Background: an optimization exercise with open tools, aiming at small area, a short achievable clock period and few clock cycles. Do not read the settings as production practice.
RTL that was checked went through simulation tests only; none was proved equivalent to the original.
For runs 1 and 3, only the layout was checked, not whether the RTL still works.
No activity file was given, so power comes from the tool's default toggle rates. The clock port is modelled as an ideal driver; clocking choices that lean on that would not hold on a real chip.

<file path="flow/run.sh">
#!/bin/bash
# Standard layout (the standard.sh: ORFS synthesis through finish), with
# the port buffers made of plain buffers instead of the delay cells that
# buffer_ports picks by default, and timing repair aimed 6 ns below the
# clock period.
set -euo pipefail
export BUFFER_PORTS_ARGS="-buffer_cell sky130_fd_sc_hd__buf_4"
export SETUP_SLACK_MARGIN=6
bash standard.sh > standard.log 2>&1
</file>
<file path="constraint.sdc">
create_clock -name core_clock -period 9.0 [get_ports {clk}]
set_input_delay 1.8000 -clock core_clock [delete_from_list [all_inputs] [get_ports {clk}]]
set_output_delay 1.8000 -clock core_clock [all_outputs]
set_load 0.01 [all_outputs]
</file>
<file path="standard.sh">
#!/bin/bash
# synth_recipe.tcl (not shown) runs the flow's synth.tcl, then flattens the netlist and writes it again
# the make line also repeats each setting of config.mk as NAME=value (left out here)
make -C /OpenROAD-flow-scripts/flow DESIGN_CONFIG=/design/flow/config.mk WORK_HOME=/design/flow/orfs CLKGATE_MAP_FILE= SYNTH_SCRIPT=/design/flow/synth_recipe.tcl "${@:-finish}"
</file>
<file path="config.mk">
export PLATFORM = sky130hd
export DESIGN_NAME = c2b_rx
export DESIGN_NICKNAME = c2b_rx
export VERILOG_FILES = /design/flow/design.v
export SDC_FILE = /design/flow/constraint.sdc
export NUM_CORES = 4
export LEC_CHECK = 0
export CAP_MARGIN = 20
export CORE_MARGIN = 2
export CORE_UTILIZATION = 65
export CTS_CLUSTER_DIAMETER = 60
export CTS_CLUSTER_SIZE = 28
export PLACE_DENSITY = 0.75
export SLEW_MARGIN = 20
</file>
<file path="design.v">
module c2b_rx (
    input  wire       clk,
    input  wire       rst,           
    input  wire       rx_valid,
    input  wire [8:0] rx_word,
    output wire       rx_ready,
    output wire       out_valid,
    output wire [7:0] out_data,
    output wire       out_sof,
    output wire       out_eof,
    output wire       err_crc,
    output wire       err_overrun
);
    localparam integer K  = 13;           
    localparam integer D  = 20;           
    localparam integer R  = K * D;        
    localparam integer IW = 4;            
    localparam integer PW = 5;            
    function [15:0] crc_byte;
        input [15:0] crc;
        input [7:0]  b;
        integer i;
        reg [15:0] c;
        begin
            c = crc ^ {b, 8'h00};
            for (i = 0; i < 8; i = i + 1)
                c = c[15] ? ((c << 1) ^ 16'h1021) : (c << 1);
            crc_byte = c;
        end
    endfunction
    reg  [7:0]   ring [0:R-1];
    wire [K-1:0] wen;            
    reg  [7:0]   pw;             
    genvar gi;
    generate
        for (gi = 0; gi < R; gi = gi + 1) begin : g_ring
            if ((gi % D) == 1) begin : g_tap
                always @(posedge clk)
                    ring[gi] <= wen[gi / D] ? pw : ring[gi - 1];
            end else begin : g_pass
                always @(posedge clk)
                    ring[gi] <= ring[(gi + R - 1) % R];
            end
        end
    endgenerate
    reg        rst_q;
    reg        ready_r;
    reg        ovr_r, crc_r;     
    reg        open;             
    reg  [1:0] hcnt;             
    reg  [8:0] rem;              
    reg        nl;               
    reg        r2;               
    reg        pv;               
    reg        k_t;              
    reg        k_c;              
    reg        k_g;              
    reg        k_bad;            
    reg        k_m;              
    reg        k_d;              
    reg [15:0] crc;              
    reg        at;               
    reg        ac;               
    reg        fire;             
    reg [IW-1:0] ti, ci, hi;     
    reg [PW-1:0] tp, cp, hp;     
    reg  [8:0] occ;              
    reg  [8:0] avail;            
    reg        sp, sp2;          
    reg        ov_r, sof_r, eof_r;
    reg  [7:0] od_r;
    reg  [1:0] ohdr;             
    reg  [8:0] orem;             
    wire alT    = (tp == 0);
    wire alC    = (cp == 0);
    wire alH    = (hp == 0);
    wire t_end  = (tp == D - 1);
    wire c_end  = (cp == D - 1);
    wire h_end  = (hp == D - 1);
    wire commit = at & k_g & ~k_bad;
    wire rewind = at & k_g &  k_bad;
    wire adv    = at & ~rewind;          
    wire hold   = pv & ~(at | ac);
    generate
        for (gi = 0; gi < K; gi = gi + 1) begin : g_wen
            assign wen[gi] = (at & (ti == gi)) | (ac & (ci == gi));
        end
    endgenerate
    function [IW+PW-1:0] pinc;
        input [IW-1:0] i;
        input [PW-1:0] p;
        begin
            if (p == D - 1)
                pinc = {(i == K - 1) ? {IW{1'b0}} : i + 1'b1, {PW{1'b0}}};
            else
                pinc = {i, p + 1'b1};
        end
    endfunction
    wire [IW+PW-1:0] t_inc = pinc(ti, tp);
    wire [IW+PW-1:0] c_inc = pinc(ci, cp);
    wire [IW+PW-1:0] h_inc = pinc(hi, hp);
    wire [IW+PW-1:0] n_t = adv ? {ti, tp} : rewind ? c_inc : ac ? {ci, cp} : t_inc;
    wire [IW+PW-1:0] n_c = commit ? {ti, tp} : c_inc;
    wire [IW+PW-1:0] n_h = fire ? {hi, hp} : h_inc;
    wire n_alT = adv ? alT : rewind ? c_end : ac ? alC : t_end;
    wire n_alC = commit ? alT : c_end;
    wire n_alH = fire ? alH : h_end;
    wire [8:0] occ_p = occ + 9'd1;
    wire [8:0] occ_m = occ - 9'd1;
    wire [8:0] av_p  = avail + 9'd1;
    wire [8:0] av_m  = avail - 9'd1;
    wire [8:0] n_occ = adv    ? (fire ? occ   : occ_p) :
                       ac     ? (fire ? avail : av_p)  :
                       rewind ? (fire ? av_m  : avail) :
                                (fire ? occ_m : occ);
    wire [8:0] n_avail = commit ? (fire ? occ : occ_p) : (fire ? av_m : avail);
    wire n_sp = (at | ac) ? sp2 : sp;
    wire acc_i  = rx_valid & ~rst_q & ~hold;
    wire acc    = acc_i & ~rst;
    wire mk     = rx_word[8];
    wire [7:0] b = rx_word[7:0];
    wire ovr    = ~mk & ~open;
    wire lo_ok  = (b == crc[7:0]) & (pw == crc[15:8]);
    wire n_pv   = (acc_i & ~ovr) | hold;
    wire n_kt   = acc_i ? ~(mk & open) : k_t;
    wire n_kc   = acc_i ?  (mk & open) : k_c;
    wire n_at   = n_pv & n_kt & n_alT & n_sp;
    wire n_ac   = n_pv & n_kc & n_alC & n_sp;
    integer k;
    reg [7:0] tap_rd;
    always @(*) begin
        tap_rd = 8'd0;
        for (k = 0; k < K; k = k + 1)
            tap_rd = tap_rd | (ring[k * D] & {8{hi == k}});
    end
    always @(posedge clk) begin
        rst_q   <= rst;
        ready_r <= ~rst & (rst_q | ~n_pv | n_at | n_ac);
        ovr_r   <= acc & ovr;
        crc_r   <= acc & ~mk & nl & ~lo_ok;
        if (acc_i) begin
            pw    <= b;
            k_m   <= mk;
            k_c   <= mk & open;
            k_t   <= ~(mk & open);
            k_g   <= ~mk & nl;
            k_bad <= ~lo_ok;
            k_d   <= ~mk & ~r2 & ~nl;
            if (mk) begin
                open <= 1'b1; hcnt <= 2'd1; nl <= 1'b0; r2 <= 1'b0;
            end else if (open) begin
                if (nl) begin
                    open <= 1'b0; nl <= 1'b0;
                end else if (hcnt == 2'd1) begin
                    hcnt <= 2'd2;
                end else if (hcnt == 2'd2) begin
                    hcnt <= 2'd3;
                    rem  <= {1'b0, b} + 9'd2;
                    r2   <= (b == 8'd0);
                end else begin
                    rem  <= rem - 9'd1;
                    nl   <= r2;
                    r2   <= (rem == 9'd3);
                end
            end
        end
        if ((at | ac) & (k_m | k_d))
            crc <= crc_byte(crc & {16{~k_m}}, pw);
        od_r  <= tap_rd;
        sof_r <= fire & (ohdr == 2'd0);
        eof_r <= fire & (ohdr == 2'd3) & (orem == 9'd1);
        ov_r  <= fire & ~rst & ~rst_q;
        if (fire) begin
            if (ohdr == 2'd2) begin
                orem <= {1'b0, tap_rd} + 9'd2;
            end else begin
                orem <= orem - 9'd1;
            end
        end
        if (rst_q) begin
            pv    <= 1'b0;
            at    <= 1'b0;
            ac    <= 1'b0;
            fire  <= 1'b0;
            open  <= 1'b0;
            nl    <= 1'b0;
            r2    <= 1'b0;
            hcnt  <= 2'd0;
            ti <= 0; tp <= 0; ci <= 0; cp <= 0; hi <= 0; hp <= 0;
            occ   <= 9'd0;
            avail <= 9'd0;
            sp    <= 1'b1;
            sp2   <= 1'b1;
            ohdr  <= 2'd0;
        end else begin
            pv    <= n_pv;
            at    <= n_at;
            ac    <= n_ac;
            fire  <= (n_avail != 9'd0) & n_alH;
            {ti, tp} <= n_t;
            {ci, cp} <= n_c;
            {hi, hp} <= n_h;
            occ   <= n_occ;
            avail <= n_avail;
            sp    <= (n_occ <= R - 1);
            sp2   <= (n_occ <= R - 2);
            if (fire & ((ohdr != 2'd3) | (orem == 9'd1)))
                ohdr <= ohdr + 2'd1;
        end
    end
    assign rx_ready    = ready_r;
    assign out_valid   = ov_r;
    assign out_data    = od_r;
    assign out_sof     = sof_r;
    assign out_eof     = eof_r;
    assign err_overrun = ovr_r;
    assign err_crc     = crc_r;
endmodule
</file>
==> results by group, run 1 <==
Timing
  – Final setup fails: 0
  – Final period util: 0.333
  – Setup TNS: 0 ns
  – Setup ws final: 6.00 ns
  – Fmax: 0.334 GHz
  – Post-layout min period: 3.00 ns
  – Fin. max-slew vios: 0
  – Setup repair after global routing missed its margin: yes
  – Worst-margin pin slew: 1.12 ns
  – Clock skew: 0.0490 ns
  – Final hold vios: 0
  – Slew HR: 0.255

Floorplanning
  – Starting density of the core: 0.657
  – IO Count: 26
  – Die height: 284 um
  – Die ar.: 80700 um2
  – Core area: 77600 um2
  – Row count: 102
  – DIE WIDTH: 284 um

Power
  – Logic pwr share: 0.004
  – Pleak: 21.7 nW
  – Worst vdd ir: 0.000213 V
  – P_int: 0.0120 W
  – Switch share: 0.202
  – PD cells: 270 nW/um2
  – Clk pwr share: 0.345
  – Psw: 0.00304 W
  – Seq pwr share: 0.651

Yosys
  – Syn avg cell area: 16.2 um2
  – Number of flops mapped to enable cells by yosys: 46
  – Mapped cell area: 51000 um2
  – Ys Warns: 2
  – Synth Flop Type: dfxtp_1
  – Seq cells post-synth: 2201
  – Sequential fraction of the synthesis area: 0.873
  – Distinct cells, synth: 74
  – Syn Inst Count: 3150
  – Top cells by area, synth: dfxtp_1 (85%), edfxtp_1 (2.7%), mux2_2 (2.4%), xnor2_1 (0.93%), ha_1 (0.76%)
  – Leading area contributor after synthesis: dfxtp_1
  – Share of the synthesized area in the top cell type: 0.846
  – Ys async rst share: 0
  – Net count after synthesis: 3193

Setup path
  – CP bufs+invs: 1
  – Crit path DAT: 1.20 ns
  – CP top delay family: flip-flops
  – Max incr delay on CP: 0.40 ns
  – Setup crit end kind: output pin
  – CP max FO: 1
  – Data required, critical path: 7.20 ns
  – Worst path cell trace: buf_6
  – Type of origin of the critical path: flip-flop
  – Crit Path Category: reg2out
  – Slowest-stage cell, CP: dfxtp_4

CTS
  – CTS buffer count: 99
  – Max Root-Sink Buffers: 3
  – CTS H-tree lvls: 3
  – Setup bufs post-CTS: 0
  – CTS tree: done
  – Clock Pin Slew Worst Setup and Hold Paths: 0.10 ns
  – Worst skew pair latency: 0.69 ns
  – CTS root buffer: clkbuf_16
  – CTS Hold Buffers Added: 0
  – Sink Count: 2201

Place
  – Post-DP HPWL: 49800 um
  – Pre-CTS setup slack: 5.68 ns
  – Dpl cell area: 52400 um2
  – Global placement routability congestion: 0.879
  – Port Buf Inserts: 25

Global routing
  – Grt total ovfl: 0
  – First-pass GRT wire length: 129000 um
  – Global Route Usage Sum: 0.211
  – Vias in the first global route: 22100
  – Initial antenna violation count: 6
  – Largest net degree at the start of global routing: 60

Cells and area
  – Fin nets: 3258
  – FF/Latch Area: 44600 um2
  – Layout fillers: 4667
  – N_diodes: 0
  – Area of the multi-input gates: 6180 um2
  – Cell area after layout: 55600 um2
  – Layout area overhead: 9.01%
  – Share of layout cells above drive strength 1: 0.0982

Route
  – Drt pass-1 iters: 8
  – Via count: 21500
  – Via density: 5.01
  – Post-route DRC: 0
  – Routed WL: 85200 um
  – Detailed Route Iter0 Violations: 1856
  – Detailed-route wire length per cell: 19.8 um
  – ANT nets after route: 0

Flow run
  – Max-cap violations: 0

Hold path
  – Hold WC Path Type: reg2reg

Run status
  – Status: timing/DRC/antenna clean
logic make-up (layout without fill, tap and decap cells):
group,after synthesis,count (layout),share of synthesized area
flip-flops,2201,2201,0.873
AND/OR/NAND/NOR,343,343,0.0340
AO/OA/AOI/OAI,244,244,0.0332
multiplexers,124,124,0.0270
buffers and inverters,111,218,0.00873
XOR/XNOR,96,96,0.0165
adder cells (fa/ha/maj),31,31,0.00761
per-layer routing:
metal / global-route usage / wire length, um / vias to the layer above
li1: - / - / 10400
met1: 0.292 / 38800 / 10400
met2: 0.344 / 39800 / 583
met3: 0.0292 / 3690 / 180
met4: 0.0746 / 2920 / 0
met5: 0 / 0 / -
per-stage QoR:
stage / std cells / hold slack (ns) / util / power (W)
2_1_floorplan: 3150 / 0.310 / - / 0.0101
3_3_place_gp: 4153 / 0.310 / 0.675 / 0.0101
3_5_place_dp: 4153 / 0.312 / 0.675 / 0.0101
4_1_cts: 4296 / 0.298 / 0.715 / 0.0151
5_1_grt: 4297 / 0.305 / 0.716 / 0.0155
6_report: 4297 / 0.301 / 0.716 / 0.0150
repair_timing:
| action | in CTS | in global routing |
|---|---|---|
| resized for setup | 25 | 6 |
| setup endpoints to repair | 10 | 9 |
| hold endpoints to repair | 0 | 0 |
worst paths after layout:
check	from	end	slack, ns	cells after the start
worst max-delay path	od_r[5]$_DFF_P_	out_data[5]	6.00	1
worst min-delay path	ring[3][4]$_DFF_P_	ring[4][4]$_DFF_P_	0.30	0
worst max register to register	hi[0]$_SDFFE_PP0P_	orem[6]$_DFFE_PP_	6.05	8
worst min register to register	ring[3][4]$_DFF_P_	ring[4][4]$_DFF_P_	0.30	0
Yosys cell counts, types with 6 or more instances:
| cell | number |
|---|---|
| a31oi_1 | 8 |
| clkbuf_1 | 53 |
| mux2i_1 | 15 |
| dfxtp_1 | 2155 |
| mux2_2 | 107 |
| nor3_1 | 22 |
| buf_2 | 14 |
| ha_1 | 31 |
| xnor2_1 | 54 |
| o21ai_0 | 39 |
| o22ai_1 | 13 |
| inv_1 | 38 |
| a211oi_1 | 17 |
| nand2b_1 | 16 |
| a22oi_1 | 23 |
| and3_1 | 11 |
| o31ai_1 | 6 |
| a21oi_1 | 55 |
| xor2_1 | 42 |
| nand3_1 | 36 |
| nor2_1 | 89 |
| a22o_1 | 6 |
| a211o_1 | 6 |
| nand4_1 | 9 |
| nand3b_1 | 7 |
| a311oi_1 | 8 |
| a221oi_1 | 17 |
| edfxtp_1 | 46 |
| nand2_1 | 84 |
| nor2b_1 | 21 |
| nor4_1 | 14 |
layout by cell type (no fill, tap or decap), types with 36 or more instances in the layout:
| cell type | instances |
|---|---|
| edfxtp_1 | 46 |
| a21oi_1 | 55 |
| dfxtp_1 | 2147 |
| clkbuf_16 | 100 |
| inv_1 | 37 |
| nand3_1 | 36 |
| xnor2_1 | 54 |
| nor2_1 | 89 |
| mux2_2 | 107 |
| nand2_1 | 84 |
| o21ai_0 | 39 |
| xor2_1 | 42 |
registers in the layout (all words and copies together), names as in the netlist, 2 cells and up:
| name | count |
|---|---|
| tp | 5 |
| occ | 9 |
| pw | 8 |
| cp | 5 |
| crc | 16 |
| ring | 2080 |
| ci | 4 |
| ti | 4 |
| hcnt | 2 |
| od_r | 8 |
| avail | 9 |
| hi | 4 |
| orem | 9 |
| hp | 5 |
| rem | 9 |
| ohdr | 2 |
final cells by class:
type,instances,area share
flip-flops and latches,2201,0.801
multi-input cells,838,0.111
clock buffers,108,0.0459
well taps,1040,0.0234
clock inverters,35,0.00979
repair buffers,37,0.00560
inverters,38,0.00270
power by group through the flow:
stage	sequential [W]	combinational, W	clock (W)
floorplan	0.0100	0.0000487	0
global placement	0.0100	0.0000579	0
detailed placement	0.0100	0.0000620	0
CTS	0.00979	0.0000624	0.00529
global route	0.00980	0.0000689	0.00561
finish	0.00979	0.0000632	0.00518
==> inputs of run 2 (changes only) <==
--- a/design.v
+++ b/design.v
@@ -30,5 +30,5 @@
     endfunction
     reg  [7:0]   ring [0:R-1];
-    wire [K-1:0] wen;            
+    reg  [K-1:0] wen;            
     reg  [7:0]   pw;             
     genvar gi;
@@ -82,9 +82,4 @@
     wire adv    = at & ~rewind;          
     wire hold   = pv & ~(at | ac);
-    generate
-        for (gi = 0; gi < K; gi = gi + 1) begin : g_wen
-            assign wen[gi] = (at & (ti == gi)) | (ac & (ci == gi));
-        end
-    endgenerate
     function [IW+PW-1:0] pinc;
         input [IW-1:0] i;
@@ -182,4 +177,5 @@
             at    <= 1'b0;
             ac    <= 1'b0;
+            wen   <= {K{1'b0}};
             fire  <= 1'b0;
             open  <= 1'b0;
@@ -197,4 +193,6 @@
             at    <= n_at;
             ac    <= n_ac;
+            for (k = 0; k < K; k = k + 1)
+                wen[k] <= (n_at & (n_t[IW+PW-1:PW] == k)) | (n_ac & (n_c[IW+PW-1:PW] == k));
             fire  <= (n_avail != 9'd0) & n_alH;
             {ti, tp} <= n_t;
==> flow/run.sh (replaced) <==
#!/bin/bash
# Standard layout (the standard.sh: ORFS synthesis through finish), with
# the port buffers made of plain buffers instead of the delay cells that
# buffer_ports picks by default, timing repair aimed 6 ns below the clock
# period, and clock tree synthesis without dummy loads.
set -euo pipefail
export BUFFER_PORTS_ARGS="-buffer_cell sky130_fd_sc_hd__buf_4"
export SETUP_SLACK_MARGIN=6
export CTS_ARGS="-sink_clustering_enable -repair_clock_nets -sink_clustering_size 28 -sink_clustering_max_diameter 60 -dont_use_dummy_load"
bash standard.sh > standard.log 2>&1
--- a/config.mk
+++ b/config.mk
@@ -8,7 +8,7 @@
 export CAP_MARGIN = 20
 export CORE_MARGIN = 2
-export CORE_UTILIZATION = 65
+export CORE_UTILIZATION = 70
 export CTS_CLUSTER_DIAMETER = 60
 export CTS_CLUSTER_SIZE = 28
-export PLACE_DENSITY = 0.75
+export PLACE_DENSITY = 0.8
 export SLEW_MARGIN = 20
==> run 2 against run 1 <==
- largest cell class unchanged
- cell count decreased by 2.4%
- critical path type unchanged
- still clean
- power is 3.0% lower
- wire length grew 8.7%
- cell area down 0.82%
- register-to-register slack is essentially flat
==> results by group, run 2 <==
Timing
  – Slew HR: 0.327
  – Final hold vios: 0
  – Post-layout min period: 2.97 ns
  – Clock skew: 0.0854 ns
  – Fin. max-slew vios: 0
  – Final setup fails: 0
  – Worst hold slack: 0.281 ns
  – Setup TNS: 0 ns
  – Worst-margin pin slew: 1.01 ns
  – Setup repair after global routing missed its margin: yes
  – Final period util: 0.330
  – Fmax: 0.337 GHz

Yosys
  – Syn avg cell area: 16.2 um2
  – Seq cells post-synth: 2214
  – Mapped cell area: 51400 um2
  – Distinct cells, synth: 79
  – Ys Warns: 2
  – Share of the synthesized area in the top cell type: 0.845
  – Number of flops mapped to enable cells by yosys: 46
  – Ys async rst share: 0
  – Synth Flop Type: dfxtp_1
  – Net count after synthesis: 3218
  – Top cells by count, synth: dfxtp_1 (2168), mux2_2 (110), nor2_1 (88)
  – Syn Inst Count: 3179
  – Leading area contributor after synthesis: dfxtp_1
  – Most frequent cell after synthesis: dfxtp_1
  – Sequential fraction of the synthesis area: 0.872
  – Top cells by area, synth: dfxtp_1 (84%), edfxtp_1 (2.7%), mux2_2 (2.4%), xnor2_1 (0.92%), xor2_1 (0.70%)

Hold path
  – Hold WC Path Type: reg2reg
  – Hold Path Sink: ring[33][6]$_DFF_P_
  – Min-delay src: ring[32][6]$_DFF_P_
  – Hold Path Cell Cnt: 0

Floorplanning
  – Row count: 99
  – Core area: 72800 um2
  – DIE WIDTH: 275 um
  – Starting density of the core: 0.706
  – Die height: 275 um
  – Die ar.: 75600 um2
  – IO Count: 26

Route
  – Detailed-route wire length per cell: 22.1 um
  – Drt pass-1 iters: 6
  – Routed WL: 92600 um
  – Detailed Route Iter0 Violations: 1601
  – Post-route DRC: 0
  – Via count: 21900
  – Via density: 5.23
  – ANT nets after route: 0

Power
  – Worst vdd ir: 0.000256 V
  – PD cells: 265 nW/um2
  – Tot Pwr: 0.0146 W
  – Pleak: 21.6 nW

CTS
  – CTS tree: done
  – CTS H-tree lvls: 3
  – CTS buffer count: 96
  – Max Root-Sink Buffers: 3
  – CTS root buffer: clkbuf_16
  – Clock Pin Slew Worst Setup and Hold Paths: 0.10 ns
  – Worst skew pair latency: 0.69 ns
  – Sink Count: 2214

Cells and area
  – Reg with most FFs: ring
  – Most common cell after layout, fill and taps aside: dfxtp_1
  – Layout fillers: 3900
  – Layout area overhead: 7.30%
  – Max reg flops: 2080
  – Post-route insts no fill: 4195
  – Layout Utilization: 0.757
  – Share of layout cells above drive strength 1: 0.0912
  – Fin nets: 3274
  – Most frequent cells in the layout: dfxtp_1 (2156), mux2_2 (110), clkbuf_16 (96)
  – Largest regs: ring: 2080 flops, crc: 16 flops, wen: 13 flops

Setup path
  – Crit path DAT: 1.17 ns
  – CP bufs+invs: 1
  – CP max FO: 1
  – Worst R2R Start: hi[0]$_SDFFE_PP0P_
  – Crit Path Category: reg2out
  – Worst path cell trace: buf_6
  – Reg-to-Reg End: orem[7]$_DFFE_PP_
  – Data required, critical path: 7.20 ns
  – CP top delay family: flip-flops
  – Reg2Reg Setup Slack: 6.05 ns
  – Setup crit end kind: output pin
  – Reg2reg path depth: 10
  – Slowest-stage cell, CP: dfxtp_4
  – Type of origin of the critical path: flip-flop
  – Max incr delay on CP: 0.40 ns

Place
  – Global placement routability congestion: 0.860
  – Post-DP HPWL: 53500 um
  – Dpl cells: 4083
  – Port Buf Inserts: 25

Global routing
  – Initial antenna violation count: 10
  – Largest net degree at the start of global routing: 61
  – Top Usage Layer GRT: met2
  – Met3 usage: 0.0337
  – GRT met2 Usage: 0.421
  – Grt total ovfl: 0
  – Vias in the first global route: 22700
  – Met1 usage in global routing: 0.326
  – First-pass GRT wire length: 139000 um
  – Global Route Usage Sum: 0.248

Run status
  – Status: timing/DRC/antenna clean

Flow run
  – Max-cap violations: 0
[run 2: routing by layer]
layer | vias up | routed length (um)
li1 | 10400 | -
met1 | 10700 | 40100
met2 | 559 | 45300
met3 | 194 | 3630
met4 | 4 | 3510
met5 | - | 27
[run 2: per-stage QoR]
step,area [um2],setup slack [ns]
floorplan,51400,5.96
global placement,52500,5.44
detailed placement,52500,5.19
CTS,54900,5.92
global route,55100,5.85
finish,55100,6.03
[run 2: worst max path at each step]
| stage | end | slack, ns | cells after the start | startpoint |
|---|---|---|---|---|
| after floorplan | wen[5]$_SDFF_PP0_ | 5.96 | 7 | rx_word[8] |
| after CTS | orem[7]$_DFFE_PP_ | 5.92 | 10 | hi[0]$_SDFFE_PP0P_ |
| final | out_data[7] | 6.03 | 1 | od_r[7]$_DFF_P_ |
| after global placement | orem[7]$_DFFE_PP_ | 5.44 | 10 | hi[0]$_SDFFE_PP0P_ |
| after detailed placement | orem[7]$_DFFE_PP_ | 5.19 | 10 | hi[0]$_SDFFE_PP0P_ |
| after global routing | orem[7]$_DFFE_PP_ | 5.85 | 10 | hi[0]$_SDFFE_PP0P_ |
[run 2: report_power, final]
part           switching [W]  leakage, nW  internal (W)  total (W)
logic              0.0000356         2.50     0.0000269  0.0000625
registers          0.0000199         17.9       0.00983    0.00985
clock network        0.00276         1.18       0.00192    0.00468
[run 2: cell families after synthesis]
| logic type | Yosys count | share of synthesized area |
|---|---|---|
| multiplexers | 126 | 0.0277 |
| flip-flops | 2214 | 0.872 |
| AND/OR/NAND/NOR | 348 | 0.0348 |
| XOR/XNOR | 95 | 0.0162 |
| adder cells (fa/ha/maj) | 27 | 0.00657 |
| buffers and inverters | 133 | 0.0110 |
| AO/OA/AOI/OAI | 236 | 0.0322 |
[run 2: area by class of cell]
cell class / count / area [um2] / area share
Antenna cell: 3 / 7.51 / 0.000136
Multi-Input combinational cell: 832 / 6190 / 0.112
Inverter: 47 / 180 / 0.00327
Clock buffer: 96 / 2400 / 0.0436
Timing Repair Buffer: 44 / 352 / 0.00638
Tap cell: 959 / 1200 / 0.0218
Sequential cell: 2214 / 44800 / 0.813
[run 2: timing repair]
action / CTS / global route
hold endpoints to repair: 0 / 0
pin swaps: 1 / 5
endpoints found under the setup margin: 25 / 20
hold buffers: 0 / 0
resized for setup: 21 / 14
buffers inserted: 1 / 11
Testbench counts of run 2, summed over its fixed seeds: cycles 65,954.
==> inputs of run 3 (changes only) <==
--- a/design.v
+++ b/design.v
@@ -30,5 +30,5 @@
     endfunction
     reg  [7:0]   ring [0:R-1];
-    reg  [K-1:0] wen;            
+    wire [K-1:0] wen;            
     reg  [7:0]   pw;             
     genvar gi;
@@ -82,4 +82,9 @@
     wire adv    = at & ~rewind;          
     wire hold   = pv & ~(at | ac);
+    generate
+        for (gi = 0; gi < K; gi = gi + 1) begin : g_wen
+            assign wen[gi] = (at & (ti == gi)) | (ac & (ci == gi));
+        end
+    endgenerate
     function [IW+PW-1:0] pinc;
         input [IW-1:0] i;
@@ -177,5 +182,4 @@
             at    <= 1'b0;
             ac    <= 1'b0;
-            wen   <= {K{1'b0}};
             fire  <= 1'b0;
             open  <= 1'b0;
@@ -193,6 +197,4 @@
             at    <= n_at;
             ac    <= n_ac;
-            for (k = 0; k < K; k = k + 1)
-                wen[k] <= (n_at & (n_t[IW+PW-1:PW] == k)) | (n_ac & (n_c[IW+PW-1:PW] == k));
             fire  <= (n_avail != 9'd0) & n_alH;
             {ti, tp} <= n_t;
--- a/config.mk
+++ b/config.mk
@@ -8,7 +8,7 @@
 export CAP_MARGIN = 20
 export CORE_MARGIN = 2
-export CORE_UTILIZATION = 70
+export CORE_UTILIZATION = 65
 export CTS_CLUSTER_DIAMETER = 60
 export CTS_CLUSTER_SIZE = 28
-export PLACE_DENSITY = 0.8
+export PLACE_DENSITY = 0.75
 export SLEW_MARGIN = 20
==> run 3 against run 2 <==
- still clean on timing, DRC and antenna
- clock-buffer cell count rose by 3
- setup slack got worse by 0.021 ns
- register-to-register slack improved by 0.02 ns
- clock power about the same
- cell area down 0.33%
- maximum frequency is 0.71% lower
- area after synthesis fell by 0.75%
- flip-flop and latch count down 13
- sequential share of layout area shrank 0.20 points
- cell count grew 1.4%
- power down 0.55%
- die area rose by 6.8%
- highest routed layer is now met4
==> results by group, run 3 <==
Cells and area
  – Layout Utilization: 0.708
  – Max reg flops: 2080
  – Share of layout cells above drive strength 1: 0.0878
  – Fin nets: 3258
  – Most frequent cells in the layout: dfxtp_1 (2147), mux2_2 (107), clkbuf_16 (99)
  – Largest regs: ring: 2080 flops, crc: 16 flops
  – Reg with most FFs: ring
  – Most common cell after layout, fill and taps aside: dfxtp_1
  – Layout area overhead: 7.75%

Route
  – Detailed-route wire length per cell: 19.7 um
  – Post-route DRC: 0
  – Drt pass-1 iters: 6
  – Detailed Route Iter0 Violations: 1875
  – Routed WL: 83700 um
  – ANT nets after route: 0
  – Via count: 21300
  – Via density: 5.00

Timing
  – Final period util: 0.332
  – Setup TNS: 0 ns
  – Worst-margin pin slew: 1.12 ns
  – Slew HR: 0.255
  – Final hold vios: 0
  – Fin. max-slew vios: 0
  – Post-layout min period: 2.99 ns
  – Clock skew: 0.109 ns
  – Fmax: 0.334 GHz
  – Final setup fails: 0
  – Setup repair after global routing missed its margin: yes
  – Worst hold slack: 0.262 ns

Floorplanning
  – DIE WIDTH: 284 um
  – Core area: 77600 um2
  – Row count: 102
  – Starting density of the core: 0.657
  – Die height: 284 um
  – IO Count: 26
  – Die ar.: 80700 um2

Setup path
  – Crit path DAT: 1.19 ns
  – Type of origin of the critical path: flip-flop
  – Data required, critical path: 7.20 ns
  – CP max FO: 1
  – Setup crit end kind: output pin
  – Crit Path Category: reg2out
  – CP top delay family: flip-flops
  – CP bufs+invs: 1
  – Slowest-stage cell, CP: dfxtp_4
  – Max incr delay on CP: 0.41 ns
  – Worst path cell trace: buf_6

Yosys
  – Mapped cell area: 51000 um2
  – Most frequent cell after synthesis: dfxtp_1
  – Synth Flop Type: dfxtp_1
  – Ys async rst share: 0
  – Ys Warns: 2
  – Net count after synthesis: 3193
  – Top cells by count, synth: dfxtp_1 (2155), mux2_2 (107), nor2_1 (89)
  – Seq cells post-synth: 2201
  – Share of the synthesized area in the top cell type: 0.846
  – Top cells by area, synth: dfxtp_1 (85%), edfxtp_1 (2.7%), mux2_2 (2.4%), xnor2_1 (0.93%), ha_1 (0.76%)
  – Sequential fraction of the synthesis area: 0.873
  – Distinct cells, synth: 74
  – Syn Inst Count: 3150
  – Number of flops mapped to enable cells by yosys: 46
  – Syn avg cell area: 16.2 um2
  – Leading area contributor after synthesis: dfxtp_1

Global routing
  – Met1 usage in global routing: 0.289
  – Initial antenna violation count: 4
  – Met3 usage: 0.0295
  – Grt total ovfl: 0
  – Top Usage Layer GRT: met2
  – Vias in the first global route: 21800
  – Largest net degree at the start of global routing: 60
  – GRT met2 Usage: 0.333
  – First-pass GRT wire length: 127000 um
  – Global Route Usage Sum: 0.207

Place
  – Post-DP HPWL: 49800 um
  – Port Buf Inserts: 25
  – Global placement routability congestion: 0.879

CTS
  – Worst skew pair latency: 0.69 ns
  – Setup bufs post-CTS: 0
  – CTS H-tree lvls: 3
  – CTS root buffer: clkbuf_16
  – Clock Pin Slew Worst Setup and Hold Paths: 0.10 ns
  – Max Root-Sink Buffers: 3
  – Sink Count: 2201
  – CTS tree: done
  – CTS buffer count: 99

Power
  – Worst vdd ir: 0.000217 V
  – Pleak: 21.4 nW
  – PD cells: 264 nW/um2

Hold path
  – Hold WC Path Type: reg2reg

Flow run
  – Max-cap violations: 0

Run status
  – Status: timing/DRC/antenna clean
==> run 3: cell count changes in the layout (fill, tap and decap cells not counted), sizes merged, moves of 4 or more <==
cell    before   now
o22ai        9    13
a32o         4     0
a311oi       3     8
a221oi      11    18
nor2b       17    21
and3         7    11
buf         43    37
o31ai       12     6
and2         7     3
dfxtp     2168  2155
a21oi       49    55
inv         44    38
ha          27    31
a211oi      11    17
==> run 3: kinds of logic (layout without fill, tap and decap cells) <==
| family | Yosys count | count (layout) | share of synthesized area |
|---|---|---|---|
| AND/OR/NAND/NOR | 343 | 343 | 0.0340 |
| multiplexers | 124 | 124 | 0.0270 |
| AO/OA/AOI/OAI | 244 | 244 | 0.0332 |
| XOR/XNOR | 96 | 96 | 0.0165 |
| buffers and inverters | 111 | 174 | 0.00873 |
| other | 0 | 2 | 0 |
| flip-flops | 2201 | 2201 | 0.873 |
| adder cells (fa/ha/maj) | 31 | 31 | 0.00761 |
==> run 3: report_power, final <==
| group | switching (W) | internal (W) |
|---|---|---|
| sequential | 0.0000190 | 0.00977 |
| clock | 0.00269 | 0.00197 |
| combinational | 0.0000361 | 0.0000268 |
| total | 0.00275 | 0.0118 |
==> run 3: area by class of cell <==
class                           instances  area, um2
Antenna cell                            2       5.00
Clock buffer                           99       2480
Fill cell                            4779      22600
Inverter                               38        150
Multi-Input combinational cell        838       6170
Sequential cell                      2201      44500
Tap cell                             1040       1300
Timing Repair Buffer                   37        304
==> run 3: worst paths after layout <==
path	startpoint	to	slack [ns]	cells after the start
setup / recovery	od_r[5]$_DFF_P_	out_data[5]	6.01	1
hold / removal	ring[145][7]$_DFF_P_	ring[146][7]$_DFF_P_	0.26	0
setup reg to reg	hi[0]$_SDFFE_PP0P_	orem[5]$_DFFE_PP_	6.07	11
hold reg to reg	ring[145][7]$_DFF_P_	ring[146][7]$_DFF_P_	0.26	0
==> run 3: layer usage <==
layer / up-vias / wire, um
li1: 10300 / -
met1: 10200 / 38500
met2: 566 / 38800
met3: 171 / 3520
met4: 0 / 2910
met5: - / 0
==> run 3: timing repair <==
action                     in CTS  in global routing
cloned                          0                  0
gates resized for setup        21                  5
setup endpoints to repair      10                  7
hold buffers                    0                  0
==> run 3: metrics by stage <==
step / cell area [um2] / std cells / setup slack [ns] / power [W]
2_1_floorplan: 51000 / 3150 / 6.00 / 0.0101
3_3_place_gp: 52400 / 4153 / 5.78 / 0.0101
3_5_place_dp: 52400 / 4153 / 5.68 / 0.0101
4_1_cts: 54900 / 4252 / 5.99 / 0.0146
5_1_grt: 54900 / 4253 / 5.92 / 0.0150
6_report: 55000 / 4255 / 6.01 / 0.0145
==> inputs of run 4 (changes only) <==
--- a/design.v
+++ b/design.v
@@ -156,10 +156,10 @@
                 end else if (hcnt == 2'd2) begin
                     hcnt <= 2'd3;
-                    rem  <= {1'b0, b} + 9'd2;
+                    rem  <= {1'b0, b};
                     r2   <= (b == 8'd0);
                 end else begin
                     rem  <= rem - 9'd1;
                     nl   <= r2;
-                    r2   <= (rem == 9'd3);
+                    r2   <= (rem == 9'd1);
                 end
             end
@@ -169,9 +169,9 @@
         od_r  <= tap_rd;
         sof_r <= fire & (ohdr == 2'd0);
-        eof_r <= fire & (ohdr == 2'd3) & (orem == 9'd1);
+        eof_r <= fire & (ohdr == 2'd3) & (&orem);
         ov_r  <= fire & ~rst & ~rst_q;
         if (fire) begin
             if (ohdr == 2'd2) begin
-                orem <= {1'b0, tap_rd} + 9'd2;
+                orem <= {1'b0, tap_rd};
             end else begin
                 orem <= orem - 9'd1;
@@ -205,5 +205,5 @@
             sp    <= (n_occ <= R - 1);
             sp2   <= (n_occ <= R - 2);
-            if (fire & ((ohdr != 2'd3) | (orem == 9'd1)))
+            if (fire & ((ohdr != 2'd3) | (&orem)))
                 ohdr <= ohdr + 2'd1;
         end
==> run 4 against run 3 <==
- flip-flop and latch count unchanged
- clock power about the same
- maximum frequency increased by 1.0%
- critical path depth unchanged
- first-iteration DRC count decreased by 37%
- sequential power about the same
- critical endpoint is now out_data[3]
- highest routed layer unchanged
==> results by group, run 4 <==
Run status
  – Status: timing/DRC/antenna clean

Yosys
  – Most frequent cell after synthesis: dfxtp_1
  – Top cells by area, synth: dfxtp_1 (85%), edfxtp_1 (2.7%), mux2_2 (2.5%), xnor2_1 (0.91%), ha_1 (0.71%)
  – Share of the synthesized area in the top cell type: 0.850
  – Leading area contributor after synthesis: dfxtp_1
  – Ys Warns: 2
  – Net count after synthesis: 3141
  – Ys async rst share: 0
  – Synth Flop Type: dfxtp_1
  – Mapped cell area: 50800 um2
  – Syn Inst Count: 3100
  – Sequential fraction of the synthesis area: 0.877
  – Distinct cells, synth: 78
  – Number of flops mapped to enable cells by yosys: 46
  – Syn avg cell area: 16.4 um2
  – Top cells by count, synth: dfxtp_1 (2155), mux2_2 (114), nand2_1 (86)
  – Seq cells post-synth: 2201

Setup path
  – Data required, critical path: 7.20 ns
  – Crit path DAT: 1.16 ns
  – CP bufs+invs: 1
  – CP top delay family: flip-flops
  – Slowest-stage cell, CP: dfxtp_4
  – Setup crit end kind: output pin
  – Type of origin of the critical path: flip-flop
  – Crit Path Category: reg2out
  – CP max FO: 1
  – Max incr delay on CP: 0.38 ns
  – Worst path cell trace: buf_6

Timing
  – Fin. max-slew vios: 0
  – Slew HR: 0.282
  – Final setup fails: 0
  – Final hold vios: 0
  – Setup repair after global routing missed its margin: no
  – Setup ws final: 6.04 ns
  – Post-layout min period: 2.96 ns
  – Clock skew: 0.0925 ns
  – Final period util: 0.329
  – Worst-margin pin slew: 1.08 ns
  – Fmax: 0.338 GHz
  – Setup TNS: 0 ns
  – Worst hold slack: 0.263 ns

Global routing
  – Largest net degree at the start of global routing: 60
  – Vias in the first global route: 21200
  – First-pass GRT wire length: 122000 um
  – Grt total ovfl: 0
  – Initial antenna violation count: 0
  – Global Route Usage Sum: 0.196

Route
  – Detailed-route wire length per cell: 18.6 um
  – Via density: 4.91
  – Via count: 20700
  – Post-route DRC: 0
  – Drt pass-1 iters: 5
  – Routed WL: 78400 um
  – ANT nets after route: 0
  – Detailed Route Iter0 Violations: 1178

CTS
  – CTS buffer count: 99
  – CTS root buffer: clkbuf_16
  – CTS H-tree lvls: 3
  – Clock Pin Slew Worst Setup and Hold Paths: 0.10 ns
  – Max Root-Sink Buffers: 3
  – Worst skew pair latency: 0.69 ns
  – Sink Count: 2201
  – CTS Hold Buffers Added: 0
  – CTS tree: done

Cells and area
  – Most common cell after layout, fill and taps aside: dfxtp_1
  – Layout area overhead: 7.67%
  – N_diodes: 0
  – Most frequent cells in the layout: dfxtp_1 (2144), mux2_2 (114), clkbuf_16 (99)
  – Reg with most FFs: ring
  – Largest regs: ring: 2080 flops, crc: 16 flops
  – Fin nets: 3212
  – Layout Utilization: 0.707
  – Share of layout cells above drive strength 1: 0.0981
  – Max reg flops: 2080

Floorplanning
  – Core area: 77300 um2
  – Die height: 283 um
  – Die ar.: 80300 um2
  – Row count: 102
  – Starting density of the core: 0.656
  – IO Count: 26
  – DIE WIDTH: 283 um

Place
  – Pre-CTS setup slack: 5.37 ns
  – Port Buf Inserts: 25
  – Post-DP HPWL: 45700 um
  – Global placement routability congestion: 0.802

Power
  – Logic pwr share: 0.004
  – Clk pwr share: 0.321
  – Worst vdd ir: 0.000225 V
  – P_int: 0.0118 W
  – Psw: 0.00274 W
  – PD cells: 265 nW/um2
  – Seq pwr share: 0.675
  – Pleak: 21.3 nW
  – Tot Pwr: 0.0145 W
  – Switch share: 0.189

Hold path
  – Hold WC Path Type: reg2reg

Flow run
  – Max-cap violations: 0
==> run 4: cell types whose count changed in the layout (fill, tap and decap cells not counted), sizes merged, moves of 6 or more <==
cell    previous run  this run
a221oi            18         6
mux4               0         6
and3              11         4
nand3             36        28
nand3b             7        13
buf               37        45
a22oi             23        33
a211oi            17         9
o21ai             42        50
nor2              89        81
nand2b            16         8
nor2b             21        15
==> run 4: kinds of logic after synthesis <==
family          synth area share
simple gates              0.0314
compound gates            0.0292
mux                       0.0299
flops                      0.877
buf+inv                  0.00966
xor+xnor                  0.0155
fa+ha+maj                0.00715
==> run 4: layout make-up <==
class / instances / area, um2
tap: 1040 / 1300
inverter: 38 / 146
multi-input combinational: 786 / 5830
clock buffer: 99 / 2480
timing repair buffer: 45 / 353
fill: 4774 / 22700
sequential: 2201 / 44500
==> run 4: through the flow <==
step / instances / area (um2)
2_1_floorplan: 3100 / 50800
6_report: 4209 / 54700
3_5_place_dp: 4107 / 52100
4_1_cts: 4206 / 54600
3_3_place_gp: 4107 / 52100
5_1_grt: 4209 / 54700
==> run 4: path summary, 6_finish.rpt <==
| kind | startpoint | endpoint | slack [ns] | cells past startpoint |
|---|---|---|---|---|
| worst max-delay path | od_r[3]$_DFF_P_ | out_data[3] | 6.04 | 1 |
| worst min-delay path | ring[115][3]$_DFF_P_ | ring[116][3]$_DFF_P_ | 0.26 | 0 |
| worst max register to register | hi[1]$_SDFFE_PP0P_ | orem[0]$_DFFE_PP_ | 6.11 | 8 |
| worst min register to register | ring[115][3]$_DFF_P_ | ring[116][3]$_DFF_P_ | 0.26 | 0 |
==> run 4: power groups by stage <==
stage | Clock, W | Combinational, W | Sequential, W
5_1_grt | 0.00509 | 0.0000641 | 0.00980
3_3_place_gp | 0 | 0.0000529 | 0.0100
6_report | 0.00465 | 0.0000574 | 0.00979
4_1_cts | 0.00476 | 0.0000562 | 0.00979
3_5_place_dp | 0 | 0.0000557 | 0.0100
2_1_floorplan | 0 | 0.0000458 | 0.0100
==> run 4: what timing repair did <==
action / in CTS / in global routing
setup buffers: 0 / 3
resized for setup: 14 / 7
endpoints found under the setup margin: 11 / 9
==> run 4: routing by layer <==
metal / share of wire / GRT usage / vias up
li1: - / - / 10100
met1: 0.48 / 0.280 / 10000
met2: 0.46 / 0.314 / 371
met3: 0.035 / 0.0277 / 160
met4: 0.028 / 0.0624 / 0
met5: 0 / 0 / -
Testbench counts of run 4, summed over its fixed seeds: cycles 65,954.
==> inputs of run 5 (changes only) <==
==> flow/run.sh (replaced) <==
#!/bin/bash
# Standard layout (the standard.sh: ORFS synthesis through finish), with
# the port buffers made of plain buffers instead of the delay cells that
# buffer_ports picks by default, timing repair aimed 6.15 ns below the clock
# period, and clock tree synthesis without dummy loads.
set -euo pipefail
export BUFFER_PORTS_ARGS="-buffer_cell sky130_fd_sc_hd__buf_4"
export SETUP_SLACK_MARGIN=6.15
export CTS_ARGS="-sink_clustering_enable -repair_clock_nets -sink_clustering_size 28 -sink_clustering_max_diameter 60 -dont_use_dummy_load"
bash standard.sh > standard.log 2>&1
==> run 5 against run 4 <==
- first-iteration DRC count up 16%
- critical path depth unchanged
- synthesized cell count unchanged
- cell count unchanged
- clock skew down 0.0068 ns
- via count down 0.29%
- critical endpoint is now out_data[7]
- worst hold slack better by 0.0015 ns
- global-route usage up 0.092 points
- utilization about the same
==> results by group, run 5 <==
Run status
  – Status: timing/DRC/antenna clean

Timing
  – Clock skew: 0.0857 ns
  – Fin. max-slew vios: 0
  – Setup TNS: 0 ns
  – Post-layout min period: 2.96 ns
  – Setup repair after global routing missed its margin: yes
  – Final hold vios: 0
  – Fmax: 0.338 GHz
  – Final setup fails: 0
  – Final period util: 0.328
  – Slew HR: 0.184
  – Worst-margin pin slew: 1.22 ns
  – Worst hold slack: 0.265 ns

Power
  – Pleak: 21.3 nW
  – PD cells: 264 nW/um2
  – Worst vdd ir: 0.000222 V
  – Tot Pwr: 0.0144 W

Route
  – Detailed-route wire length per cell: 18.6 um
  – Detailed Route Iter0 Violations: 1365
  – Drt pass-1 iters: 5
  – ANT nets after route: 0
  – Via count: 20600
  – Routed WL: 78100 um
  – Post-route DRC: 0
  – Via density: 4.90

CTS
  – Max Root-Sink Buffers: 3
  – CTS tree: done
  – CTS root buffer: clkbuf_16
  – CTS H-tree lvls: 3
  – CTS buffer count: 97
  – Worst skew pair latency: 0.69 ns
  – Sink Count: 2201
  – Clock Pin Slew Worst Setup and Hold Paths: 0.09 ns

Yosys
  – Top cells by area, synth: dfxtp_1 (85%), edfxtp_1 (2.7%), mux2_2 (2.5%), xnor2_1 (0.91%), ha_1 (0.71%)
  – Top cells by count, synth: dfxtp_1 (2155), mux2_2 (114), nand2_1 (86)
  – Synth Flop Type: dfxtp_1
  – Sequential fraction of the synthesis area: 0.877
  – Ys Warns: 2
  – Number of flops mapped to enable cells by yosys: 46
  – Mapped cell area: 50800 um2
  – Syn avg cell area: 16.4 um2
  – Ys async rst share: 0
  – Seq cells post-synth: 2201
  – Distinct cells, synth: 78
  – Most frequent cell after synthesis: dfxtp_1
  – Net count after synthesis: 3141
  – Syn Inst Count: 3100
  – Share of the synthesized area in the top cell type: 0.850
  – Leading area contributor after synthesis: dfxtp_1

Setup path
  – CP top delay family: flip-flops
  – CP bufs+invs: 1
  – Data required, critical path: 7.20 ns
  – Type of origin of the critical path: flip-flop
  – Crit Path Category: reg2out
  – CP max FO: 1
  – Slowest-stage cell, CP: dfxtp_4
  – Worst path cell trace: buf_6
  – Setup crit end kind: output pin
  – Max incr delay on CP: 0.38 ns
  – Crit path DAT: 1.16 ns

Cells and area
  – Area of the multi-input gates: 5800 um2
  – Cell area after layout: 54600 um2
  – Reg with most FFs: ring
  – Fin nets: 3211
  – Largest regs: ring: 2080 flops, crc: 16 flops
  – Max reg flops: 2080
  – Layout fillers: 4776
  – Share of layout cells above drive strength 1: 0.0979
  – Post-route insts no fill: 4209
  – Layout area overhead: 7.64%
  – FF/Latch Area: 44600 um2
  – Most common cell after layout, fill and taps aside: dfxtp_1
  – Most frequent cells in the layout: dfxtp_1 (2138), mux2_2 (114), clkbuf_16 (97)

Global routing
  – Global Route Usage Sum: 0.197
  – Met1 usage in global routing: 0.278
  – Largest net degree at the start of global routing: 60
  – GRT met2 Usage: 0.313
  – Vias in the first global route: 21700
  – Initial antenna violation count: 0
  – Top Usage Layer GRT: met2
  – First-pass GRT wire length: 123000 um
  – Met3 usage: 0.0329
  – Grt total ovfl: 0

Place
  – Dpl cells: 4108
  – Global placement routability congestion: 0.803
  – Post-DP HPWL: 46500 um
  – Dpl cell area: 52100 um2
  – Port Buf Inserts: 25

Floorplanning
  – DIE WIDTH: 283 um
  – Row count: 102
  – Core area: 77300 um2
  – Die height: 283 um
  – Die ar.: 80300 um2
  – Starting density of the core: 0.656
  – IO Count: 26

Hold path
  – Hold WC Path Type: reg2reg

Flow run
  – Max-cap violations: 0
[run 5: cell count changes in the layout (fill, tap and decap cells not counted), sizes merged]
| cell | before | now |
|---|---|---|
| clkbuf | 99 | 97 |
| diode | 0 | 1 |
| buf | 45 | 46 |
[run 5: cell families (layout without fill, tap and decap cells)]
group / Yosys count / count (layout) / share of synthesized area
buffers and inverters: 113 / 181 / 0.00966
adder cells (fa/ha/maj): 29 / 29 / 0.00715
multiplexers: 130 / 130 / 0.0299
XOR/XNOR: 90 / 90 / 0.0155
AND/OR/NAND/NOR: 317 / 317 / 0.0314
other: 0 / 1 / 0
flip-flops: 2201 / 2201 / 0.877
AO/OA/AOI/OAI: 220 / 220 / 0.0292
[run 5: repair_timing]
action                     4_1_cts  5_1_grt
setup endpoints to repair       15       16
gates resized for setup         34        4
hold buffers                     0        0
cloned                           0        0
pin swaps                        0        0
setup buffers                    3        0
[run 5: final timing paths]
| path | start | endpoint | slack (ns) | depth (start not counted) |
|---|---|---|---|---|
| worst max-delay path | od_r[7]$_DFF_P_ | out_data[7] | 6.04 | 1 |
| worst min register to register | ring[78][5]$_DFF_P_ | ring[79][5]$_DFF_P_ | 0.26 | 0 |
| worst min-delay path | ring[78][5]$_DFF_P_ | ring[79][5]$_DFF_P_ | 0.26 | 0 |
| worst max register to register | hi[1]$_SDFFE_PP0P_ | orem[6]$_DFFE_PP_ | 6.35 | 8 |
[run 5: where the power goes]
| group | switching, W | total (W) | internal, W |
|---|---|---|---|
| Sequential | 0.0000198 | 0.00979 | 0.00977 |
| Combinational | 0.0000330 | 0.0000586 | 0.0000256 |
| Clock | 0.00266 | 0.00459 | 0.00193 |
| Total | 0.00272 | 0.0144 | 0.0117 |
[run 5: cell type report]
cell class	count	area share
Sequential cell	2201	0.816
Inverter	38	0.00268
Tap cell	1040	0.0238
Timing Repair Buffer	46	0.00728
Multi-Input combinational cell	786	0.106
Clock buffer	97	0.0444
Antenna cell	1	0.0000458
[run 5: worst register-to-register path: stages (launching register included)]
cell,delay (ns)
dfxtp_1,0.42
inv_1,0.12
ha_1,0.44
buf_4,0.34
a222oi_1,0.50
mux4_2,0.34
nand2_1,0.11
nand2_1,0.09
o21ai_0,0.08
[run 5: routing by layer]
layer	routed length (um)	vias up
met5	0	-
met4	2470	0
met3	2660	154
met2	35400	356
met1	37500	9989
li1	-	10100
[run 5: metrics by stage]
step                      worst slack (ns)  utilization
after floorplan                       5.92            -
after global placement                5.65        0.674
after detailed placement              5.50        0.674
after CTS                             6.00        0.706
after global routing                  5.99        0.706
final                                 6.04        0.706
==> inputs of run 6 (changes only) <==
--- a/config.mk
+++ b/config.mk
@@ -8,7 +8,7 @@
 export CAP_MARGIN = 20
 export CORE_MARGIN = 2
-export CORE_UTILIZATION = 65
+export CORE_UTILIZATION = 60
 export CTS_CLUSTER_DIAMETER = 60
 export CTS_CLUSTER_SIZE = 28
-export PLACE_DENSITY = 0.75
+export PLACE_DENSITY = 0.7
 export SLEW_MARGIN = 20
==> run 6 against run 5 <==
- still clean
- synthesized cell count unchanged
- wire length decreased by 3.4%
- register-to-register slack got worse by 0.05 ns
- maximum frequency decreased by 0.23%
- critical path depth unchanged
- non-clock buffer count decreased by 7
- die area increased by 8.2%
- power increased by 0.58%
- global-route usage decreased by 2.2 points
==> results by group, run 6 <==
Setup path
  – Worst R2R Start: hi[1]$_SDFFE_PP0P_
  – Reg-to-Reg End: orem[0]$_DFFE_PP_
  – Reg2Reg Setup Slack: 6.30 ns
  – Worst path cell trace: buf_6
  – Setup crit end kind: output pin
  – Crit Path Category: reg2out
  – Reg2reg path depth: 7
  – Max incr delay on CP: 0.38 ns
  – CP top delay family: flip-flops
  – Slowest-stage cell, CP: dfxtp_4
  – CP bufs+invs: 1
  – Crit path DAT: 1.16 ns
  – Data required, critical path: 7.20 ns
  – Type of origin of the critical path: flip-flop
  – CP max FO: 1

Global routing
  – Vias in the first global route: 20700
  – Grt total ovfl: 0
  – Global Route Usage Sum: 0.175
  – Initial antenna violation count: 2
  – First-pass GRT wire length: 117000 um
  – Largest net degree at the start of global routing: 60

Place
  – Port Buf Inserts: 25
  – Global placement routability congestion: 0.812
  – Post-DP HPWL: 44700 um

Yosys
  – Syn avg cell area: 16.4 um2
  – Number of flops mapped to enable cells by yosys: 46
  – Share of the synthesized area in the top cell type: 0.850
  – Net count after synthesis: 3141
  – Syn Inst Count: 3100
  – Most frequent cell after synthesis: dfxtp_1
  – Top cells by count, synth: dfxtp_1 (2155), mux2_2 (114), nand2_1 (86)
  – Ys async rst share: 0
  – Ys Warns: 2
  – Mapped cell area: 50800 um2
  – Sequential fraction of the synthesis area: 0.877
  – Top cells by area, synth: dfxtp_1 (85%), edfxtp_1 (2.7%), mux2_2 (2.5%), xnor2_1 (0.91%), ha_1 (0.71%)
  – Distinct cells, synth: 78
  – Synth Flop Type: dfxtp_1
  – Seq cells post-synth: 2201
  – Leading area contributor after synthesis: dfxtp_1

Power
  – PD cells: 265 nW/um2
  – Worst vdd ir: 0.000267 V
  – Pleak: 21.3 nW

Floorplanning
  – Starting density of the core: 0.607
  – Die ar.: 86900 um2
  – Row count: 106
  – IO Count: 26
  – Die height: 295 um
  – Core area: 83700 um2
  – DIE WIDTH: 295 um

Cells and area
  – FF/Latch Area: 44600 um2
  – Share of layout cells above drive strength 1: 0.0995
  – Most common cell after layout, fill and taps aside: dfxtp_1
  – Max reg flops: 2080
  – Largest regs: ring: 2080 flops, crc: 16 flops
  – Area of the multi-input gates: 5850 um2
  – Layout Utilization: 0.655
  – Fin nets: 3209
  – Reg with most FFs: ring
  – Most frequent cells in the layout: dfxtp_1 (2137), mux2_2 (114), clkbuf_16 (101)
  – Layout area overhead: 8.04%
  – Layout fillers: 5694

Route
  – ANT nets after route: 0
  – Routed WL: 75400 um
  – Detailed Route Iter0 Violations: 1414
  – Post-route DRC: 0
  – Via count: 20500
  – Met3 wire len: 2530 um
  – Top sig layer: met4
  – Via density: 4.76
  – Met2 WL: 32700 um
  – Detailed-route wire length per cell: 17.5 um
  – M1 WL: 37900 um
  – Drt pass-1 iters: 7

CTS
  – CTS H-tree lvls: 3
  – Sink Count: 2201
  – Worst skew pair latency: 0.69 ns
  – Clock Pin Slew Worst Setup and Hold Paths: 0.10 ns
  – Max Root-Sink Buffers: 3
  – CTS buffer count: 101
  – CTS root buffer: clkbuf_16
  – CTS tree: done

Timing
  – Fin. max-slew vios: 0
  – Slew HR: 0.186
  – Worst-margin pin slew: 1.22 ns
  – Final setup fails: 0
  – Setup TNS: 0 ns
  – Fmax: 0.337 GHz
  – Setup repair after global routing missed its margin: yes
  – Post-layout min period: 2.96 ns
  – Clock skew: 0.0967 ns
  – Worst hold slack: 0.255 ns
  – Final period util: 0.329
  – Final hold vios: 0

Hold path
  – Hold WC Path Type: reg2reg
  – Hold Path Sink: ring[106][3]$_DFF_P_
  – Hold Path Cell Cnt: 0
  – Min-delay src: ring[105][3]$_DFF_P_

Flow run
  – Max-cap violations: 0

Run status
  – Status: timing/DRC/antenna clean
[run 6: cell types whose count changed in the layout (fill, tap and decap cells not counted), sizes merged]
cell	before	now
clkbuf	97	101
buf	46	39
nand3b	13	14
[run 6: what timing repair did]
item / CTS / global route
hold buffers: 0 / 0
pin swaps: 1 / 0
gates resized for setup: 32 / 2
hold endpoints to repair: 0 / 0
buffers inserted: 2 / 0
cloned: 1 / 0
endpoints found under the setup margin: 21 / 15
[run 6: cell type report]
type / count / area share
Sequential cell: 2201 / 0.812
Multi-Input combinational cell: 787 / 0.107
Clock buffer: 101 / 0.0461
Tap cell: 1134 / 0.0259
Timing Repair Buffer: 39 / 0.00630
Inverter: 38 / 0.00267
Antenna cell: 1 / 0.0000456
[run 6: report_power, final]
part,switching (W),total [W],internal (W)
logic,0.0000330,0.0000586,0.0000256
clock network,0.00267,0.00467,0.00200
registers,0.0000202,0.00979,0.00977
total,0.00272,0.0145,0.0118
[run 6: how the worst max path moves through the flow]
stage / from / to / slack [ns] / cells past startpoint
after detailed placement: rx_valid / ready_r$_DFF_P_ / 5.44 / 7
after global routing: od_r[4]$_DFF_P_ / out_data[4] / 5.97 / 1
final: od_r[7]$_DFF_P_ / out_data[7] / 6.04 / 1
after floorplan: rx_valid / rem[0]$_DFFE_PP_ / 5.92 / 4
after global placement: rx_valid / ready_r$_DFF_P_ / 5.61 / 7
after CTS: od_r[4]$_DFF_P_ / out_data[4] / 5.99 / 1
[run 6: worst reg2reg max path, delay by kind of cell, from the launching register on]
family	cells	cell delay [ns]
multiplexers	2	0.63
flip-flops	1	0.41
buffers and inverters	1	0.10
adder cells (fa/ha/maj)	1	0.45
AO/OA/AOI/OAI	3	0.88
[run 6: metrics by stage]
| step | cell area, um2 | std cells | total power, W | setup slack, ns |
|---|---|---|---|---|
| after floorplan | 50800 | 3100 | 0.0101 | 5.92 |
| after global placement | 52200 | 4196 | 0.0101 | 5.61 |
| after detailed placement | 52200 | 4196 | 0.0101 | 5.44 |
| after CTS | 54800 | 4300 | 0.0146 | 5.99 |
| after global routing | 54800 | 4300 | 0.0150 | 5.97 |
| final | 54800 | 4301 | 0.0145 | 6.04 |
[run 6: kinds of logic (layout without fill, tap and decap cells)]
logic type / Yosys count / count (layout) / share of synthesized area
xor+xnor: 90 / 90 / 0.0155
flops: 2201 / 2201 / 0.877
simple gates: 317 / 318 / 0.0314
mux: 130 / 130 / 0.0299
other cells: 0 / 1 / 0
fa+ha+maj: 29 / 29 / 0.00715
compound gates: 220 / 220 / 0.0292
buf+inv: 113 / 178 / 0.00966
[run 6: routing by layer]
layer | GRT usage | up-vias
met5 | 0 | -
met4 | 0.0570 | 0
met3 | 0.0274 | 134
met2 | 0.266 | 344
met1 | 0.258 | 9885
li1 | - | 10100
==> inputs of run 7 (changes only) <==
--- a/flow/run.sh
+++ b/flow/run.sh
@@ -7,4 +7,4 @@
 export BUFFER_PORTS_ARGS="-buffer_cell sky130_fd_sc_hd__buf_4"
 export SETUP_SLACK_MARGIN=6.15
-export CTS_ARGS="-sink_clustering_enable -repair_clock_nets -sink_clustering_size 28 -sink_clustering_max_diameter 60 -dont_use_dummy_load"
+export CTS_ARGS="-sink_clustering_enable -repair_clock_nets -sink_clustering_size 32 -sink_clustering_max_diameter 70 -dont_use_dummy_load"
 bash standard.sh > standard.log 2>&1
--- a/config.mk
+++ b/config.mk
@@ -8,7 +8,7 @@
 export CAP_MARGIN = 20
 export CORE_MARGIN = 2
-export CORE_UTILIZATION = 60
-export CTS_CLUSTER_DIAMETER = 60
-export CTS_CLUSTER_SIZE = 28
-export PLACE_DENSITY = 0.7
+export CORE_UTILIZATION = 70
+export CTS_CLUSTER_DIAMETER = 70
+export CTS_CLUSTER_SIZE = 32
+export PLACE_DENSITY = 0.8
 export SLEW_MARGIN = 20
==> run 7 against run 6 <==
- still clean on timing, DRC and antenna
- wire length grew 12%
- non-clock buffer count is 1 higher
- sequential power about the same
- critical path depth unchanged
- cell count down 4.7%
- clock power shrank 7.7%
==> results by group, run 7 <==
Setup path
  – Setup crit end kind: output pin
  – Reg2Reg Setup Slack: 6.22 ns
  – Slowest-stage cell, CP: dfxtp_4
  – Data required, critical path: 7.20 ns
  – CP top delay family: flip-flops
  – Worst path cell trace: buf_6
  – Max incr delay on CP: 0.41 ns
  – Crit Path Category: reg2out
  – Type of origin of the critical path: flip-flop
  – Crit path DAT: 1.21 ns
  – Reg2reg path depth: 7
  – Crit. path cell count: 1
  – CP max FO: 1
  – CP bufs+invs: 1

Floorplanning
  – DIE WIDTH: 273 um
  – Die height: 273 um
  – Starting density of the core: 0.709
  – Core area: 71600 um2
  – Die ar.: 74700 um2
  – IO Count: 26
  – Row count: 98

Yosys
  – Seq cells post-synth: 2201
  – Net count after synthesis: 3141
  – Syn Inst Count: 3100
  – Ys Warns: 2
  – Largest family of logic cells by synthesized area: simple AND/OR/NAND/NOR gates
  – Top cells by count, synth: dfxtp_1 (2155), mux2_2 (114), nand2_1 (86)
  – Distinct cells, synth: 78
  – Ys async rst share: 0
  – Leading area contributor after synthesis: dfxtp_1
  – Mapped cell area: 50800 um2
  – Synth Area in Compound Gates: 0.0292
  – Mux share of post-synthesis cell area: 0.0299
  – Syn avg cell area: 16.4 um2
  – Most frequent cell after synthesis: dfxtp_1
  – Share of the synthesized area in the top cell type: 0.850
  – XOR/XNOR share of the synthesized area: 0.0155
  – Sequential fraction of the synthesis area: 0.877
  – Number of flops mapped to enable cells by yosys: 46
  – Adder-cell area share of the yosys netlist: 0.00715
  – Top cells by area, synth: dfxtp_1 (85%), edfxtp_1 (2.7%), mux2_2 (2.5%), xnor2_1 (0.91%), ha_1 (0.71%)
  – Synth Flop Type: dfxtp_1
  – Simple-Gate Fraction of Synth Area: 0.0314

Timing
  – Setup TNS: 0 ns
  – Post-layout min period: 3.01 ns
  – Worst-margin pin slew: 1.10 ns
  – Final hold vios: 0
  – Fmax: 0.332 GHz
  – Fin. max-slew vios: 0
  – Setup repair after global routing missed its margin: yes
  – Final period util: 0.335
  – Clock skew: 0.102 ns
  – Final setup fails: 0
  – Worst hold slack: 0.270 ns
  – Slew HR: 0.266

Route
  – Via density: 5.12
  – Post-route DRC: 0
  – Via count: 21000
  – Routed WL: 84700 um
  – ANT nets after route: 0
  – Drt pass-1 iters: 5
  – Detailed Route Iter0 Violations: 1693
  – Detailed-route wire length per cell: 20.7 um

CTS
  – Clock Pin Slew Worst Setup and Hold Paths: 0.11 ns
  – CTS Hold Buffers Added: 0
  – CTS tree: done
  – Worst skew pair latency: 0.69 ns
  – CTS buffer count: 82
  – Max Root-Sink Buffers: 3
  – Sink Count: 2201
  – CTS H-tree lvls: 3
  – CTS root buffer: clkbuf_16

Cells and area
  – Fin nets: 3191
  – Largest regs: ring: 2080 flops, crc: 16 flops
  – Reg with most FFs: ring
  – Layout area overhead: 6.66%
  – Most frequent cells in the layout: dfxtp_1 (2138), mux2_2 (114), nand2_1 (85)
  – Layout fillers: 3915
  – Area of the multi-input gates: 5850 um2
  – Post-route insts no fill: 4098
  – Max reg flops: 2080
  – Most common cell after layout, fill and taps aside: dfxtp_1
  – N_diodes: 0
  – FF/Latch Area: 44600 um2
  – Share of layout cells above drive strength 1: 0.0940

Hold path
  – Hold Path Cell Cnt: 0
  – Hold WC Path Type: reg2reg

Power
  – Clk pwr share: 0.304
  – Seq pwr share: 0.692
  – P_int: 0.0115 W
  – Pleak: 21.1 nW
  – PD cells: 262 nW/um2
  – Logic pwr share: 0.004
  – Psw: 0.00271 W
  – Switch share: 0.191
  – Worst vdd ir: 0.000245 V

Run status
  – Status: timing/DRC/antenna clean

Global routing
  – First-pass GRT wire length: 130000 um
  – Initial antenna violation count: 3
  – Vias in the first global route: 21900
  – Largest net degree at the start of global routing: 60
  – Global Route Usage Sum: 0.231
  – Grt total ovfl: 0

Flow run
  – Max-cap violations: 0

Place
  – Post-DP HPWL: 47800 um
  – Port Buf Inserts: 25
  – Global placement routability congestion: 0.803
  – Dpl cells: 4013
[run 7: kinds of logic after synthesis]
family	Yosys count
compound gates	220
xor+xnor	90
fa+ha+maj	29
buf+inv	113
flops	2201
mux	130
simple gates	317
[run 7: timing repair]
action	in CTS	in global routing
resized for setup	32	3
setup buffers	0	2
endpoints found under the setup margin	18	31
pin swaps	1	0
cloned	1	0
[run 7: metal layers]
layer,global-route usage,up-vias,wire (um)
li1,-,10100,-
met1,0.323,10200,38600
met2,0.374,527,39500
met3,0.0323,184,3490
met4,0.0805,0,3040
met5,0,-,0
[run 7: stage by stage]
| step | setup slack [ns] | cell area (um2) | total power (W) | utilization |
|---|---|---|---|---|
| 6_report | 5.99 | 54100 | 0.0142 | 0.756 |
| 5_1_grt | 5.96 | 54100 | 0.0145 | 0.756 |
| 4_1_cts | 5.98 | 54100 | 0.0142 | 0.756 |
| 3_5_place_dp | 5.57 | 52000 | 0.0101 | 0.726 |
| 3_3_place_gp | 5.60 | 52000 | 0.0101 | 0.726 |
| 2_1_floorplan | 5.92 | 50800 | 0.0101 | - |
[run 7: layout make-up]
type | instances | area share
Clock buffer | 82 | 0.0379
Inverter | 38 | 0.00270
Multi-Input combinational cell | 787 | 0.108
Timing Repair Buffer | 40 | 0.00652
Tap cell | 950 | 0.0220
Sequential cell | 2201 | 0.823
[run 7: worst paths after layout]
kind / startpoint / endpoint
worst max-delay path: od_r[7]$_DFF_P_ / out_data[7]
worst min-delay path: ring[170][7]$_DFF_P_ / ring[171][7]$_DFF_P_
worst max register to register: hi[1]$_SDFFE_PP0P_ / orem[1]$_DFFE_PP_
worst min register to register: ring[170][7]$_DFF_P_ / ring[171][7]$_DFF_P_
[run 7: power by group through the flow]
stage	clock [W]	sequential [W]	combinational (W)
finish	0.00431	0.00980	0.0000584
global route	0.00467	0.00980	0.0000648
CTS	0.00437	0.00980	0.0000570
detailed placement	0	0.0100	0.0000561
global placement	0	0.0100	0.0000530
floorplan	0	0.0100	0.0000458

==> port drivers added, routing unchanged <==
The flow's constraints put no driver on any port. The routed layouts listed below were extracted and timed again, unchanged, in two steps.
Step 1: set_driving_cell puts a clkbuf_16 on clk and a buf_2 on each other input, an assumption about the parent block.
Step 2 also shifts input and output timing later by t, the mid clock arrival at the registers, as if the neighbouring blocks saw the same clock.
Three values: no drivers, after step 1, after step 2; two values: the first two.
| run | shift t [ns] | setup WS [ns] | worst setup path at the end | clock arrival spread, ns | worst data-port slew with drivers (ns) |
|---|---|---|---|---|---|
| run 1 | 0.734 | 6.003 / 5.939 / 5.664 | input to register | 0.053 / 0.053 | 0.04 |
| run 2 | 0.700 | 6.029 / 5.962 / 5.495 | input to register | 0.122 / 0.122 | 0.06 |
| run 3 | 0.698 | 6.008 / 5.941 / 5.652 | input to register | 0.111 / 0.110 | 0.04 |
| run 4 | 0.700 | 6.038 / 5.974 / 5.671 | input to register | 0.101 / 0.101 | 0.04 |
| run 5 | 0.706 | 6.044 / 5.980 / 5.582 | input to register | 0.096 / 0.096 | 0.04 |
| run 6 | 0.700 | 6.037 / 5.975 / 5.639 | input to register | 0.103 / 0.103 | 0.05 |
| run 7 | 0.700 | 5.989 / 5.925 / 5.662 | input to register | 0.102 / 0.102 | 0.04 |
After both steps every run listed still meets setup and hold. The setup slack of run 2, which loses most, moves by -0.067 ns with the drivers and by -0.534 ns with both steps.
